This design comes from an exercise in tuning for small area, a short achievable clock period and few clock cycles on the open sky130 flow, not from production work. RTL that was checked went through simulation tests only; none was proved equivalent to the original. Only the layout flow was run in run 3; the RTL was not checked for function there. No activity file was given, so power comes from the tool's default toggle rates.

--- flow/design.v ---
module wpd_decomp (
    input  wire        clk,
    input  wire        rst,           
    input  wire        in_valid,
    input  wire [7:0]  in_data,
    output wire        in_ready,
    output wire        out_valid,
    output wire [7:0]  out_data,
    input  wire        out_ready,
    output wire        ctx_valid,
    output wire [31:0] ignored_count,
    output wire [1:0]  err_code
);
    localparam [1:0] S_HDR  = 2'd0;
    localparam [1:0] S_PASS = 2'd1;
    localparam [1:0] S_CB   = 2'd2;
    localparam [1:0] S_RUN  = 2'd3;
    reg  [7:0]  b1;         
    reg  [7:0]  b0;         
    reg  [1:0]  nb;         
    reg  [2:0]  o;          
    reg         in_rdy;
    reg  [1:0]  state;
    reg  [2:0]  cnt;        
    reg         is_accel;
    reg  [2:0]  sel;        
    reg  [3:0]  wq;         
    reg  [3:0]  fcnt;       
    reg  [1:0]  phase;      
    reg         drop;       
    reg  [7:0]  dq;         
    reg         dv;         
    reg         drot;       
    reg         duse;       
    reg  [7:0]  w0, w1, w2;
    reg         vld;
    reg         inc_q;      
    reg  [7:0]  ig0, ig1, ig2, ig3;
    reg         c1, c2, c3;
    reg  [1:0]  err;
    reg         ov;         
    reg  [7:0]  ob;
    reg         ov1;        
    reg  [7:0]  ob1;
    wire adv  = !ov1;
    wire go   = adv && (err == 2'd0);
    wire head_free = !ov || out_ready;
    wire in_fire   = in_valid && in_rdy;
    wire        have8 = (nb != 2'd0);
    wire [7:0]  xa    = b1;
    wire [15:0] wsh   = {b1, b0} << o;
    wire [7:0]  x8    = {wsh[15:10], 2'b00};    
    wire [7:0] w_next = (dv && drot) ? w1 : w0;
    reg  [7:0] dn;
    always @* begin
        case (sel)
            3'd0: begin dn = (x8[7:5] == 3'b100)   ? {w_next[7:2] == 6'b100000, 7'd0} : {{5{x8[7]}}, x8[7:5]}; end
            3'd1: begin dn = (x8[7:4] == 4'b1000)  ? {w_next[7:3] == 5'b10000, 7'd0}  : {{4{x8[7]}}, x8[7:4]}; end
            3'd2: begin dn = (x8[7:3] == 5'b10000) ? {w_next[7:4] == 4'b1000, 7'd0}   : {{3{x8[7]}}, x8[7:3]}; end
            3'd3: begin dn = (x8[7:2] == 6'b100000 && w_next[7]) ? 8'h80 : {{2{x8[7]}}, x8[7:2]}; end
            3'd4: begin dn = xa; end
            default: begin dn = 8'h00; end
        endcase
    end
    wire [2:0] cb_sel  = xa[6:4];
    wire       cb_top  = xa[7];
    wire [3:0] cb_fcm1 = xa[3:0];
    wire cb_still = (cb_sel == 3'd5) && cb_top;
    wire cb_lit   = (cb_sel == 3'd4);
    wire cb_bad   = cb_sel[2] && cb_sel != 3'd4 && !cb_still;
    wire cb_drop  = !cb_lit && !vld;
    reg  cb_long;
    always @* begin
        case (cb_sel)
            3'd0: cb_long = 1'b0;
            3'd1: cb_long = cb_fcm1 >= 4'd12;
            3'd2: cb_long = cb_fcm1 >= 4'd9;
            3'd3: cb_long = cb_fcm1 >= 4'd8;
            default: cb_long = !cb_still && cb_fcm1 >= 4'd6;
        endcase
    end
    wire [4:0] tag = xa[4:0];
    reg  [2:0] hlen_m1;
    reg        hvalid;
    always @* begin
        hvalid = 1'b1;
        case (tag)
            5'd0: hlen_m1 = 3'd4;
            5'd1: hlen_m1 = 3'd3;
            5'd2: hlen_m1 = 3'd1;
            5'd3: hlen_m1 = {({1'b0, xa[7]} + {1'b0, xa[6]} + {1'b0, xa[5]}), 1'b0};
            5'd4: hlen_m1 = 3'd2;
            5'd5: hlen_m1 = 3'd1;
            5'd7: hlen_m1 = 3'd2;
            5'd8: hlen_m1 = 3'd1;
            default: begin hlen_m1 = 3'd0; hvalid = 1'b0; end
        endcase
    end
    wire take = (phase != 2'd0);
    wire last = (phase == 2'd3) && (fcnt == 4'd0);
    wire [3:0] ow    = {1'b0, o} + wq;
    wire       rem   = (ow[2:0] != 3'd0);
    wire       haveW = (nb == 2'd2) || (nb == 2'd1 && (!ow[3] || !rem)) || (wq == 4'd0);
    wire       step  = !take || haveW;
    wire       run_t = go && (state == S_RUN) && take && haveW;
    wire       sh1   = go && (state != S_RUN) ? have8 : run_t && (ow[3] || (last && rem));
    wire       sh2   = run_t && last && ow[3] && rem;
    wire [2:0] o_next = (!run_t || last) ? (run_t ? 3'd0 : o) : ow[2:0];
    wire       af0   = (nb == 2'd0) || (nb == 2'd1 && sh1) || sh2;      
    wire       af1   = (nb == 2'd1 && !sh1) || (nb == 2'd2 && sh1 && !sh2);
    wire [1:0] nb_next = af0 ? {1'b0, in_fire} : af1 ? {in_fire, !in_fire} : 2'd2;
    wire       rdy_next = af0 || (af1 && !in_fire);
    reg set_err;
    always @* begin
        set_err = 1'b0;
        if (go && have8) begin
            if (state == S_HDR) set_err = (tag != 5'd6) && !hvalid;
            if (state == S_CB)  set_err = cb_long || cb_bad;
        end
    end
    wire [7:0] a    = duse ? w0 : 8'h00;
    wire [8:0] s    = {a[7], a} + {dq[7], dq};
    wire [7:0] newv = (s[8] && !s[7]) ? 8'h80 : (!s[8] && s[7]) ? 8'h7f : s[7:0];
    wire       push = adv && dv;
    assign in_ready      = in_rdy;
    assign out_valid     = ov;
    assign out_data      = ob;
    assign ctx_valid     = vld;
    assign ignored_count = {ig3, ig2, ig1, ig0};
    assign err_code      = err;
    always @(posedge clk) begin
        if (head_free)
            ob <= ov1 ? ob1 : newv;
        if (!ov1)
            ob1 <= newv;
        if (sh1 ? !af1 : nb == 2'd0)
            b1 <= in_data;
        else if (sh1)
            b1 <= b0;
        if (in_fire)
            b0 <= in_data;    
        if (go) begin
            case (state)
                S_HDR: begin
                    dq       <= xa;
                    drot     <= 1'b0;
                    duse     <= 1'b0;
                    is_accel <= (tag == 5'd1);
                    cnt      <= hlen_m1;
                end
                S_PASS: begin
                    dq   <= xa;
                    drot <= is_accel;
                    duse <= 1'b0;
                    if (have8)
                        cnt <= cnt - 3'd1;
                end
                S_CB: begin
                    dq    <= 8'h01;
                    drot  <= 1'b0;
                    duse  <= 1'b0;
                    sel   <= cb_still ? 3'd5 : cb_sel;
                    wq    <= cb_still ? 4'd0 : cb_sel[2] ? 4'd8 : {1'b0, cb_sel} + 4'd3;
                    fcnt  <= cb_fcm1;
                    drop  <= cb_drop;
                    phase <= 2'd1;
                end
                default: if (step) begin
                    dq   <= take ? dn : 8'h01;
                    drot <= take;
                    duse <= take && (!sel[2] || sel == 3'd5);
                    if (phase == 2'd3) begin
                        phase <= drop ? 2'd1 : 2'd0;
                        fcnt  <= fcnt - 4'd1;
                    end else
                        phase <= phase + 2'd1;
                end
            endcase
        end
    end
    always @(posedge clk) begin
        if (rst) begin
            nb      <= 2'd0;
            o       <= 3'd0;
            in_rdy  <= 1'b0;
            state   <= S_HDR;
            dv      <= 1'b0;
            w0      <= 8'd0;
            w1      <= 8'd0;
            w2      <= 8'd0;
            vld     <= 1'b0;
            inc_q   <= 1'b0;
            ig0     <= 8'd0;
            ig1     <= 8'd0;
            ig2     <= 8'd0;
            ig3     <= 8'd0;
            c1      <= 1'b0;
            c2      <= 1'b0;
            c3      <= 1'b0;
            err     <= 2'd0;
            ov      <= 1'b0;
            ov1     <= 1'b0;
        end else begin
            nb     <= nb_next;
            o      <= o_next;
            in_rdy <= (err == 2'd0) && !set_err && rdy_next;
            ov     <= ov1 || push || !head_free;
            ov1    <= !head_free && (ov1 || push);
            inc_q <= 1'b0;
            ig0 <= ig0 + {7'd0, inc_q};
            ig1 <= ig1 + {7'd0, c1};
            ig2 <= ig2 + {7'd0, c2};
            ig3 <= ig3 + {7'd0, c3};
            c1  <= inc_q && (ig0 == 8'hff);
            c2  <= c1 && (ig1 == 8'hff);
            c3  <= c2 && (ig2 == 8'hff);
            if (push && drot) begin
                w0 <= w1;
                w1 <= w2;
                w2 <= newv;
            end
            if (set_err)
                err <= (state == S_CB && !cb_long) ? 2'd2 : 2'd1;
            if (go) begin
                dv <= 1'b0;
                case (state)
                    S_HDR: if (have8 && hvalid && tag != 5'd6) begin
                        dv <= 1'b1;
                        if (tag == 5'd1)
                            vld <= 1'b1;
                        if (hlen_m1 != 3'd0)
                            state <= S_PASS;
                    end else if (have8 && tag == 5'd6)
                        state <= S_CB;
                    S_PASS: if (have8) begin
                        dv <= 1'b1;
                        if (cnt == 3'd1)
                            state <= S_HDR;
                    end
                    S_CB: if (have8 && !cb_long && !cb_bad) begin
                        if (cb_lit)
                            vld <= 1'b1;
                        inc_q <= cb_drop;
                        dv    <= !cb_drop;
                        state <= (cb_drop && cb_still) ? S_HDR : S_RUN;
                    end
                    default: if (step) begin
                        dv <= !drop;
                        if (last)
                            state <= S_HDR;
                    end
                endcase
            end
        end
    end
endmodule
--- flow/flow/run.sh ---
#!/bin/bash
# Standard layout with plain buffers on the ports, a smaller clock tree
# (8x clock buffers on larger sink clusters, no dummy loads), a denser core
# and timing repair aimed below the 10 ns clock period. ORFS writes each
# tool's full output under orfs/logs; make's output goes to standard.log.
set -euo pipefail
bash standard.sh \
  "BUFFER_PORTS_ARGS=-buffer_cell sky130_fd_sc_hd__buf_1" \
  "SETUP_SLACK_MARGIN=6.8" \
  "ABC_AREA=1" \
  "CORE_UTILIZATION=65" \
  "CTS_ARGS=-sink_clustering_enable -repair_clock_nets -dont_use_dummy_load -buf_list sky130_fd_sc_hd__clkbuf_8 -sink_clustering_size 40 -sink_clustering_max_diameter 80" \
  finish > standard.log 2>&1
--- flow/standard.sh ---
#!/bin/bash
# synth_recipe.tcl (not shown) runs the flow's synth.tcl, then flattens the netlist and writes it again
# the make line also repeats each setting of config.mk as NAME=value (left out here)
make -C /OpenROAD-flow-scripts/flow DESIGN_CONFIG=/design/flow/config.mk WORK_HOME=/design/flow/orfs CLKGATE_MAP_FILE= SYNTH_SCRIPT=/design/flow/synth_recipe.tcl "${@:-finish}"
--- flow/config.mk ---
export PLATFORM = sky130hd
export DESIGN_NAME = wpd_decomp
export DESIGN_NICKNAME = wpd_decomp
export VERILOG_FILES = /design/flow/design.v
export SDC_FILE = /design/flow/constraint.sdc
export NUM_CORES = 4
export LEC_CHECK = 0
export CAP_MARGIN = 20
export CORE_MARGIN = 2
export CORE_UTILIZATION = 40
export SLEW_MARGIN = 20
--- flow/constraint.sdc ---
create_clock -name core_clock -period 10.0 [get_ports {clk}]
set_input_delay 2.0000 -clock core_clock [delete_from_list [all_inputs] [get_ports {clk}]]
set_output_delay 2.0000 -clock core_clock [all_outputs]
set_load 0.01 [all_outputs]
==> flow_summary.toml, run 1 <==
[cells_and_area]
drive_gt1_share_pct = 8.63
final_cells = 1113
synthToLayoutAreaGrowth_pct = 6.10
regArea_sq_mm = 0.00320
final_core_util_pct = 71.4
nets = 1026
fin_area_sq_mm = 0.00781
antennaDiodeCount = 0
fillers = 877
multi_input_area_sq_mm = 0.00348

[logic_synthesis]
synth.most_common_cell = "nand2_1"
yosys_warnings = 1
yosysTopAreaCellShare_pct = 22.3
synth_seq_area_share_pct = 43.5
avgSynthCellArea_sq_um = 7.93
ys_seq_elements = 134
synth_top_area_cell = "dfxtp_1"
postSynthCellCount = 928
synth.area.top_cells = "dfxtp_1, edfxtp_1, nand2_1"
syn_nets = 979
synthTopCellsByCount = "nand2_1, nor2_1, inv_1, dfxtp_1"
synthFlopType = "dfxtp_1"
async_flop_share_pct = 0
synth_area_sq_mm = 0.00736
synth-edff-count = 52
yosysUniqueCellTypes = 48

[place]
pre_cts_ws_ps = 6030
gp_congestion = 0.905
place_inst = 1094
place_area_sq_mm = 0.00754
hpwlAfterDp_um = 12100
numPortBuffers = 56

[global_routing]
grt_pass1_vias = 5863
grt.overflow.total = 0
grt_util_all_layers_pct = 28.2
antenna_found_initial = 0
grt_pass1_wl_um = 26400
grt_max_degree = 38

[setup_path]
worst_r2r_endpoint = "fcnt[3]"
max_stage_delay_ps = 410
cp_max_fo = 5
cp-start-kind = "register"
rr_worst_depth = 11
required_ps = 8000
cp_top_family = "flip-flops"
r2r_start = "o[0]"
slowest_stage = "dfxtp_1"
cp-startpoint = "ig1[2]"
crit_chain = "buf_1"
critPathBufInv = 1
crit_end = "ignored_count[10]"
worstSetupPathDepth = 1
crit_path_end_kind = "output pin"
worstPathArrival_ps = 1040
path_class = "register to output pin"
reg2reg_slack_ps = 7020

[clocking]
cts_root_buf = "clkbuf_8"
cts_sinks = 134
ctsLongestPathBuffers = 2
insertion_delay_ps = 460
cts_setup_buffers = 0
cts_buffers = 17
htreeDepth = 4
clk_pin_slew_ps = 70
hold_buffers = 0
cts_tree = "built"

[sta]
period_share_pct = 30.4
rsz0062_at_grt = "false"
fmax_mhz = 329
finClkSkew_ps = 29.6
min_period_ps = 3040
slew_viol_final = 0
maxSlewHeadroom_pct = 50.8
hold_violations = 0
fin_tns_setup_ps = 0
timing.hold.ws_ps = 457
worst_pin_slew_ps = 735
fin_ws_ps = 6960
finalSetupViolCount = 0

[die]
dieArea_sq_mm = 0.0122
ios = 57
die_h_um = 110
core_sq_mm = 0.0109
fp.dieW_um = 110
start_util_pct = 67.3
row_count = 38

[route]
viasPerCell = 5.51
wl_per_cell_um = 14.6
remaining_drc_errors = 0
first_pass_iters = 6
vias = 6136
drtAntennaViolNets = 0
drt_iter0_markers = 546
totalWireLength_um = 16200

[run]
cap_violations = 0

[pwr]
power.density_mw_per_mm2 = 243
finalPower_mw = 1.90
ir_drop_uv = 168
p_leak_nw = 3.34

[run_status]
status = "no timing/DRC/antenna violations"

[hold_path]
worstHoldPathType = "register to register"
==> what timing repair did <==
action,4_1_cts,5_1_grt
gates cloned,2,0
gates resized for setup,5,1
setup endpoints to repair,55,8
==> cell usage in the layout (no fill, tap or decap), drive strengths merged, types with 17 or more instances in the layout <==
cell and n:
a21oi 60, buf 56, clkbuf 18, dfxtp 82
edfxtp 52, ha 36, inv 123, nand2 206
nand3 56, nor2 127, nor3 17, o21ai 68
==> cells by family (layout without fill, tap and decap cells) <==
group / count (synthesis) / count (layout) / synth area share [%]
XOR/XNOR: 16 / 16 / 1.90
adder cells (fa/ha/maj): 39 / 39 / 6.94
buffers and inverters: 156 / 201 / 9.22
flip-flops: 134 / 134 / 43.5
multiplexers: 2 / 2 / 0.272
AO/OA/AOI/OAI: 160 / 160 / 12.4
AND/OR/NAND/NOR: 421 / 421 / 25.7
==> report_power, final <==
group	internal, mW	total, mW	switching (mW)
clock	0.149	0.320	0.171
combinational	0.230	0.743	0.513
sequential	0.735	0.832	0.0973
==> sequential cells by signal (all words and copies together), names as in the netlist, 4 cells and up <==
register	cells
wq	4
dq	8
w2	8
w1	8
b0	8
w0	8
ig0	8
ig2	8
ig3	8
ob1	8
fcnt	4
ob	8
ig1	8
b1	8
==> layout make-up <==
cell class              count  area share, %
well taps                 140           2.24
clock buffers              17           3.00
repair inverters            2          0.192
flip-flops and latches    134           41.0
multi-input cells         638           44.6
repair buffers             57           2.84
inverters                 125           6.07
==> layer usage <==
metal  global-route usage, %  share of wire, %  up-vias
met3                    5.94               5.6       31
met5                       0                 0        -
met1                    33.3                43     2802
met2                    49.7                50      187
met4                    12.1               1.9        0
li1                        -                 -     3116
==> worst min path at each step <==
stage / depth (start not counted) / endpoint / startpoint
5_1_grt: 2 / w1[0] / w2[0]
6_report: 2 / w1[3] / w2[3]
2_1_floorplan: 2 / w1[1] / w2[1]
3_3_place_gp: 2 / w1[3] / w2[3]
4_1_cts: 2 / w1[3] / w2[3]
3_5_place_dp: 2 / w1[1] / w2[1]
Testbench counts, summed over its fixed seeds: cycles 89,846.
==> run 2: changes to the inputs <==
--- a/flow/flow/run.sh
+++ b/flow/flow/run.sh
@@ -6,7 +6,7 @@
 set -euo pipefail
 bash standard.sh \
   "BUFFER_PORTS_ARGS=-buffer_cell sky130_fd_sc_hd__buf_1" \
-  "SETUP_SLACK_MARGIN=6.8" \
+  "SETUP_SLACK_MARGIN=6.5" \
   "ABC_AREA=1" \
   "CORE_UTILIZATION=65" \
   "CTS_ARGS=-sink_clustering_enable -repair_clock_nets -dont_use_dummy_load -buf_list sky130_fd_sc_hd__clkbuf_8 -sink_clustering_size 40 -sink_clustering_max_diameter 80" \
==> flow_summary.toml, run 2 <==
[clocking]
post_cts_resized = 0
cts_sinks = 134
cts_tree = "built"
ctsLongestPathBuffers = 2
hold_buffers = 0
clk_pin_slew_ps = 70
cts_setup_buffers = 0
htreeDepth = 4
cts_root_buf = "clkbuf_8"
cts_buffers = 17
insertion_delay_ps = 450

[logic_synthesis]
postSynthCellCount = 928
synth-edff-count = 52
syn_nets = 979
avgSynthCellArea_sq_um = 7.93
async_flop_share_pct = 0
synth_top_area_cell = "dfxtp_1"
synth.most_common_cell = "nand2_1"
yosysTopAreaCellShare_pct = 22.3
ys_seq_elements = 134
yosysUniqueCellTypes = 48
synthFlopType = "dfxtp_1"
yosys_warnings = 1
synth_area_sq_mm = 0.00736
synth_seq_area_share_pct = 43.5
synth.area.top_cells = "dfxtp_1, edfxtp_1, nand2_1"
synthTopCellsByCount = "nand2_1, nor2_1, inv_1, dfxtp_1"

[global_routing]
grt.overflow.total = 0
antenna_found_initial = 0
grt_max_degree = 40
grt_pass1_vias = 5811
grt_pass1_wl_um = 26100
grt_util_all_layers_pct = 27.8

[place]
numPortBuffers = 56
place_area_sq_mm = 0.00754
gp_congestion = 0.905
hpwlAfterDp_um = 12100

[setup_path]
path_class = "primary input to register"
worstPathArrival_ps = 3590
crit_path_end_kind = "register"
cp_max_fo = 35
required_ps = 10310
crit_chain = "clkbuf_2 > inv_1 > buf_8 > nand3_1 > o21ai_0"
slowest_stage = "clkbuf_2"
cp-start-kind = "primary input"
max_stage_delay_ps = 580

[pwr]
pwr-share-clk_pct = 16.9
p_leak_nw = 3.35
power.density_mw_per_mm2 = 243
seqPwrFrac_pct = 44.0
p_int_mw = 1.11
sw_frac_of_total_pct = 41.2
p_comb_share_pct = 39.1
ir_drop_uv = 167
p_sw_mw = 0.778

[die]
start_util_pct = 67.3
row_count = 38
dieArea_sq_mm = 0.0122
ios = 57
die_h_um = 110
core_sq_mm = 0.0109
fp.dieW_um = 110

[sta]
fin_tns_setup_ps = 0
finClkSkew_ps = 29.8
period_share_pct = 32.9
timing.hold.ws_ps = 453
rsz0062_at_grt = "false"
finalSetupViolCount = 0
fmax_mhz = 304
worst_pin_slew_ps = 875
min_period_ps = 3290
slew_viol_final = 0
hold_violations = 0
maxSlewHeadroom_pct = 41.4

[route]
vias = 6132
wl_per_cell_um = 14.4
drt-met1-wl_um = 6830
route.met2.wl_um = 7950
totalWireLength_um = 16000
drtAntennaViolNets = 0
first_pass_iters = 5
wl_met3_um = 911
viasPerCell = 5.51
drt_iter0_markers = 487
remaining_drc_errors = 0
top_layer_used = "met4"

[cells_and_area]
fin_area_sq_mm = 0.00779
drive_gt1_share_pct = 8.33
nets = 1025
antennaDiodeCount = 0
layout_common_cells = "nand2_1, nor2_1, inv_1, dfxtp_1"
fillers = 877
synthToLayoutAreaGrowth_pct = 5.93
layout_commonest_cell = "nand2_1"

[run_status]
status = "no timing/DRC/antenna violations"

[hold_path]
worstHoldPathType = "register to register"

[run]
cap_violations = 0
==> run 2: cell count changes in the layout (fill, tap and decap cells not counted), sizes merged <==
cell | before | now
buf | 56 | 57
inv | 123 | 124
clkinvlp | 3 | 0
==> run 2: cells by family (layout without fill, tap and decap cells) <==
kind of cell             after synthesis  after routing  synth area share, %
adder cells (fa/ha/maj)               39             39                 6.94
AO/OA/AOI/OAI                        160            160                 12.4
buffers and inverters                156            200                 9.22
AND/OR/NAND/NOR                      421            421                 25.7
multiplexers                           2              2                0.272
flip-flops                           134            134                 43.5
XOR/XNOR                              16             16                 1.90
==> run 2: critical path, delay by kind of cell <==
kind | cells | cell delay (ps)
AOI/OAI and AO/OA | 1 | 80
and+or+nand+nor | 1 | 90
buffers and inverters | 3 | 1400
==> run 2: path summary, 6_finish.rpt <==
check	depth (start not counted)	to	startpoint	slack (ps)
worst max register to register	9	dq[3]	o[0]	6910
worst min-delay path	2	w1[3]	w2[3]	450
worst max-delay path	5	ov	rst	6710
worst min register to register	2	w1[3]	w2[3]	450
==> run 2: power groups by stage <==
stage	registers, mW	clock network (mW)	logic [mW]
floorplan	0.803	0	0.590
global placement	0.834	0	0.713
detailed placement	0.840	0	0.729
CTS	0.830	0.324	0.734
global route	0.848	0.342	0.839
finish	0.832	0.319	0.740
==> run 2: metal layers <==
| layer | up-vias | track usage (%) |
|---|---|---|
| li1 | 3114 | - |
| met1 | 2795 | 32.7 |
| met2 | 192 | 48.9 |
| met3 | 31 | 6.00 |
| met4 | 0 | 12.2 |
| met5 | - | 0 |
==> run 2: area by class of cell <==
type	count	area, sq um	area share (%)
clock buffers	17	234	3.00
inverters	125	470	6.04
multi-input cells	638	3480	44.6
flip-flops and latches	134	3200	41.1
well taps	140	175	2.25
repair buffers	58	234	3.00
==> run 2: per-stage QoR <==
step	power, mW	utilization, %	std cells	setup slack (ps)
2_1_floorplan	1.39	-	928	6990
3_3_place_gp	1.55	69.0	1094	6230
3_5_place_dp	1.57	69.0	1094	6030
4_1_cts	1.89	71.1	1111	6540
5_1_grt	2.03	71.3	1112	6630
6_report	1.89	71.3	1112	6710
==> run 3: changes to the inputs <==
--- a/flow/design.v
+++ b/flow/design.v
@@ -24,7 +24,6 @@
     reg  [2:0]  cnt;        
     reg         is_accel;
     reg  [2:0]  sel;        
-    reg  [3:0]  wq;         
     reg  [3:0]  fcnt;       
     reg  [1:0]  phase;      
     reg         drop;       
@@ -51,15 +50,16 @@
     wire [15:0] wsh   = {b1, b0} << o;
     wire [7:0]  x8    = {wsh[15:10], 2'b00};    
     wire [7:0] w_next = (dv && drot) ? w1 : w0;
+    reg  [3:0] wbits;
     reg  [7:0] dn;
     always @* begin
         case (sel)
-            3'd0: begin dn = (x8[7:5] == 3'b100)   ? {w_next[7:2] == 6'b100000, 7'd0} : {{5{x8[7]}}, x8[7:5]}; end
-            3'd1: begin dn = (x8[7:4] == 4'b1000)  ? {w_next[7:3] == 5'b10000, 7'd0}  : {{4{x8[7]}}, x8[7:4]}; end
-            3'd2: begin dn = (x8[7:3] == 5'b10000) ? {w_next[7:4] == 4'b1000, 7'd0}   : {{3{x8[7]}}, x8[7:3]}; end
-            3'd3: begin dn = (x8[7:2] == 6'b100000 && w_next[7]) ? 8'h80 : {{2{x8[7]}}, x8[7:2]}; end
-            3'd4: begin dn = xa; end
-            default: begin dn = 8'h00; end
+            3'd0: begin wbits = 4'd3; dn = (x8[7:5] == 3'b100)   ? {w_next[7:2] == 6'b100000, 7'd0} : {{5{x8[7]}}, x8[7:5]}; end
+            3'd1: begin wbits = 4'd4; dn = (x8[7:4] == 4'b1000)  ? {w_next[7:3] == 5'b10000, 7'd0}  : {{4{x8[7]}}, x8[7:4]}; end
+            3'd2: begin wbits = 4'd5; dn = (x8[7:3] == 5'b10000) ? {w_next[7:4] == 4'b1000, 7'd0}   : {{3{x8[7]}}, x8[7:3]}; end
+            3'd3: begin wbits = 4'd6; dn = (x8[7:2] == 6'b100000 && w_next[7]) ? 8'h80 : {{2{x8[7]}}, x8[7:2]}; end
+            3'd4: begin wbits = 4'd8; dn = xa; end
+            default: begin wbits = 4'd0; dn = 8'h00; end
         endcase
     end
     wire [2:0] cb_sel  = xa[6:4];
@@ -98,9 +98,9 @@
     end
     wire take = (phase != 2'd0);
     wire last = (phase == 2'd3) && (fcnt == 4'd0);
-    wire [3:0] ow    = {1'b0, o} + wq;
+    wire [3:0] ow    = {1'b0, o} + wbits;
     wire       rem   = (ow[2:0] != 3'd0);
-    wire       haveW = (nb == 2'd2) || (nb == 2'd1 && (!ow[3] || !rem)) || (wq == 4'd0);
+    wire       haveW = (nb == 2'd2) || (nb == 2'd1 && (!ow[3] || !rem)) || (wbits == 4'd0);
     wire       step  = !take || haveW;
     wire       run_t = go && (state == S_RUN) && take && haveW;
     wire       sh1   = go && (state != S_RUN) ? have8 : run_t && (ow[3] || (last && rem));
@@ -160,7 +160,6 @@
                     drot  <= 1'b0;
                     duse  <= 1'b0;
                     sel   <= cb_still ? 3'd5 : cb_sel;
-                    wq    <= cb_still ? 4'd0 : cb_sel[2] ? 4'd8 : {1'b0, cb_sel} + 4'd3;
                     fcnt  <= cb_fcm1;
                     drop  <= cb_drop;
                     phase <= 2'd1;
--- a/flow/flow/run.sh
+++ b/flow/flow/run.sh
@@ -6,8 +6,7 @@
 set -euo pipefail
 bash standard.sh \
   "BUFFER_PORTS_ARGS=-buffer_cell sky130_fd_sc_hd__buf_1" \
-  "SETUP_SLACK_MARGIN=6.5" \
-  "ABC_AREA=1" \
+  "SETUP_SLACK_MARGIN=7" \
   "CORE_UTILIZATION=65" \
   "CTS_ARGS=-sink_clustering_enable -repair_clock_nets -dont_use_dummy_load -buf_list sky130_fd_sc_hd__clkbuf_8 -sink_clustering_size 40 -sink_clustering_max_diameter 80" \
   finish > standard.log 2>&1
==> flow_summary.toml, run 3 <==
[global_routing]
grt_pass1_wl_um = 26000
grt_util_all_layers_pct = 29.2
grt.overflow.total = 0
grt_pass1_vias = 5411
grt_max_degree = 66
antenna_found_initial = 0

[sta]
hold_violations = 0
worst_pin_slew_ps = 728
maxSlewHeadroom_pct = 51.3
finalSetupViolCount = 0
fin_tns_setup_ps = 0
period_share_pct = 32.5
slew_viol_final = 0
finClkSkew_ps = 26.7
min_period_ps = 3250
rsz0062_at_grt = "true"
fmax_mhz = 308

[cells_and_area]
nets = 825
fillers = 684
layout_commonest_cell = "a21oi_1"
fin_area_sq_mm = 0.00796
antennaDiodeCount = 0
synthToLayoutAreaGrowth_pct = 16.0
drive_gt1_share_pct = 23.0
layout_common_cells = "a21oi_1, nand2_1, nor2_1, dfxtp_1, edfxtp_1"

[die]
row_count = 37
die_h_um = 107
ios = 57
core_sq_mm = 0.0103
dieArea_sq_mm = 0.0114
fp.dieW_um = 107
start_util_pct = 66.8

[logic_synthesis]
yosysTopAreaCellShare_pct = 23.9
ys_seq_elements = 130
async_flop_share_pct = 0
avgSynthCellArea_sq_um = 9.65
synth_seq_area_share_pct = 44.9
yosysUniqueCellTypes = 66
yosys_warnings = 1
synth_top_area_cell = "dfxtp_1"
synth.most_common_cell = "dfxtp_1"
synthTopCellsByCount = "dfxtp_1, a21oi_1, nand2_1, nor2_1, edfxtp_1"
synthFlopType = "dfxtp_1"
synth_area_sq_mm = 0.00686
synth-edff-count = 48
postSynthCellCount = 711
syn_nets = 755
synth.area.top_cells = "dfxtp_1, edfxtp_1, ha_1"

[route]
wl_per_cell_um = 18.2
vias = 5711
viasPerCell = 6.24
drt_iter0_markers = 499
totalWireLength_um = 16700
remaining_drc_errors = 0
first_pass_iters = 6
drtAntennaViolNets = 0

[setup_path]
crit_path_end_kind = "register"
worstPathArrival_ps = 3430
required_ps = 10180
rr_worst_depth = 10
reg2reg_slack_ps = 6750
r2r_start = "sel[0]"
path_class = "register to register"
cp-start-kind = "register"
cp_max_fo = 8
worst_r2r_endpoint = "b1[6]"

[clocking]
ctsLongestPathBuffers = 2
hold_buffers = 0
cts_root_buf = "clkbuf_8"
cts_tree = "built"
clk_pin_slew_ps = 70
cts_sinks = 130
insertion_delay_ps = 460
htreeDepth = 4
cts_buffers = 17

[hold_path]
hold_end = "w1[2]"
hp-start = "w2[2]"
worstHoldPathType = "register to register"
min_path_cells = 2

[pwr]
sw_frac_of_total_pct = 32.4
power.density_mw_per_mm2 = 179
seqPwrFrac_pct = 48.3
p_leak_nw = 3.11
p_int_mw = 0.962
p_sw_mw = 0.460
finalPower_mw = 1.42
ir_drop_uv = 128
p_comb_share_pct = 29.1
pwr-share-clk_pct = 22.6

[place]
numPortBuffers = 56
gp_congestion = 0.998
hpwlAfterDp_um = 11000
place_area_sq_mm = 0.00713

[run_status]
status = "no timing/DRC/antenna violations"

[run]
cap_violations = 0
-- run 3: cell types whose count changed after synthesis, sizes merged, moves of 15 or more --
cell    before  now
mux2         0   18
nand2b       0   15
clkbuf      17   34
nor2b        0   15
nor2       127   56
o21ai       68   31
nand3       56   18
nand2      206   67
inv        124   24
-- run 3: worst max-delay path: stages (launching register included) --
cell	delay (ps)
edfxtp_1	470
or2_4	310
a21oi_4	150
ha_4	220
a211o_4	320
and3_4	150
or2_4	230
maj3_2	330
o32ai_4	330
buf_12	180
mux2_4	300
-- run 3: final cells by class --
class,instances,area [sq um],share of cell area (%)
timing repair buffer,87,508,6.38
sequential,130,3140,39.4
inverter,25,93.8,1.18
clock buffer,17,234,2.94
multi-input combinational,520,3810,47.9
tap,136,170,2.14
-- run 3: cells by family (layout without fill, tap and decap cells) --
group | Yosys count | after routing | synth area share (%)
buffers and inverters | 61 | 129 | 3.37
adders and majority gates | 38 | 38 | 7.06
and+or+nand+nor | 250 | 250 | 18.4
muxes | 34 | 34 | 6.75
AOI/OAI and AO/OA | 168 | 168 | 15.7
xor gates and xnor gates | 30 | 30 | 3.83
DFF | 130 | 130 | 44.9
-- run 3: what timing repair did --
action                                 4_1_cts  5_1_grt
pin swaps                                   10       13
endpoints found under the hold margin        0        0
setup endpoints to repair                   81       64
setup buffers                               12       17
gates resized for setup                     72       53
-- run 3: layer usage --
layer | share of wire [%] | track usage (%) | up-vias
li1 | - | - | 2695
met1 | 40 | 35.7 | 2711
met2 | 50 | 49.3 | 251
met3 | 6.3 | 6.93 | 54
met4 | 3.5 | 13.0 | 0
met5 | 0 | 0 | -
-- run 3: stage by stage --
stage	utilization (%)	cells	hold WS [ps]	setup WS (ps)
2_1_floorplan	-	711	429	6770
3_3_place_gp	69.3	869	443	6510
3_5_place_dp	69.3	869	444	6440
4_1_cts	74.2	898	450	6850
5_1_grt	77.4	915	476	6730
6_report	77.4	915	449	6750
-- run 3: power by group through the flow --
| stage | clock [mW] | sequential, mW | combinational [mW] |
|---|---|---|---|
| 2_1_floorplan | 0 | 0.691 | 0.255 |
| 3_3_place_gp | 0 | 0.699 | 0.331 |
| 3_5_place_dp | 0 | 0.702 | 0.338 |
| 4_1_cts | 0.328 | 0.686 | 0.368 |
| 5_1_grt | 0.349 | 0.694 | 0.448 |
| 6_report | 0.322 | 0.686 | 0.414 |
-- run 3: worst max path at each step --
stage | start | cells past startpoint | endpoint
detailed placement | sel[0] | 9 | b1[3]
floorplan | sel[0] | 10 | b1[0]
finish | sel[0] | 10 | b1[6]
global placement | sel[0] | 9 | b1[2]
CTS | sel[0] | 10 | b1[6]
global route | sel[0] | 10 | b1[6]

[re-timing with driven ports]
How much do the figures lean on ideal ports? The routed layouts below were timed once more, with nothing changed but the port constraints.
Step 1 (the two cells are an assumption about what drives the block):
set clk [get_ports {clk}]
set_driving_cell -lib_cell sky130_fd_sc_hd__clkbuf_16 $clk
set_driving_cell -lib_cell sky130_fd_sc_hd__buf_2 [delete_from_list [all_inputs] $clk]
Step 2 times the ports against the registers' clock, not the clock port: input delays grow and output delays shrink by t, the midpoint of the rising clock arrivals with the driver on.
a / b / c = no drivers / after step 1 / after step 2; a / b = the first two.
| run | t (ns) | setup WS [ns] | latest minus earliest clock arrival (ns) | slew at the worst register clock pin (ns) |
|---|---|---|---|---|
| run 1 | 0.478 | 6.963 / 6.927 / 6.691 | 0.030 / 0.030 | 0.08 / 0.08 |
| run 2 | 0.475 | 6.715 / 6.725 / 6.251 | 0.029 / 0.029 | 0.08 / 0.08 |
| run 3 | 0.484 | 6.749 / 6.749 / 6.629 | 0.027 / 0.027 | 0.08 / 0.08 |
After both steps setup and hold are still met in every run listed. For run 2, which loses most, drivers alone change the setup slack by +0.010 ns; drivers and shift together by -0.464 ns.
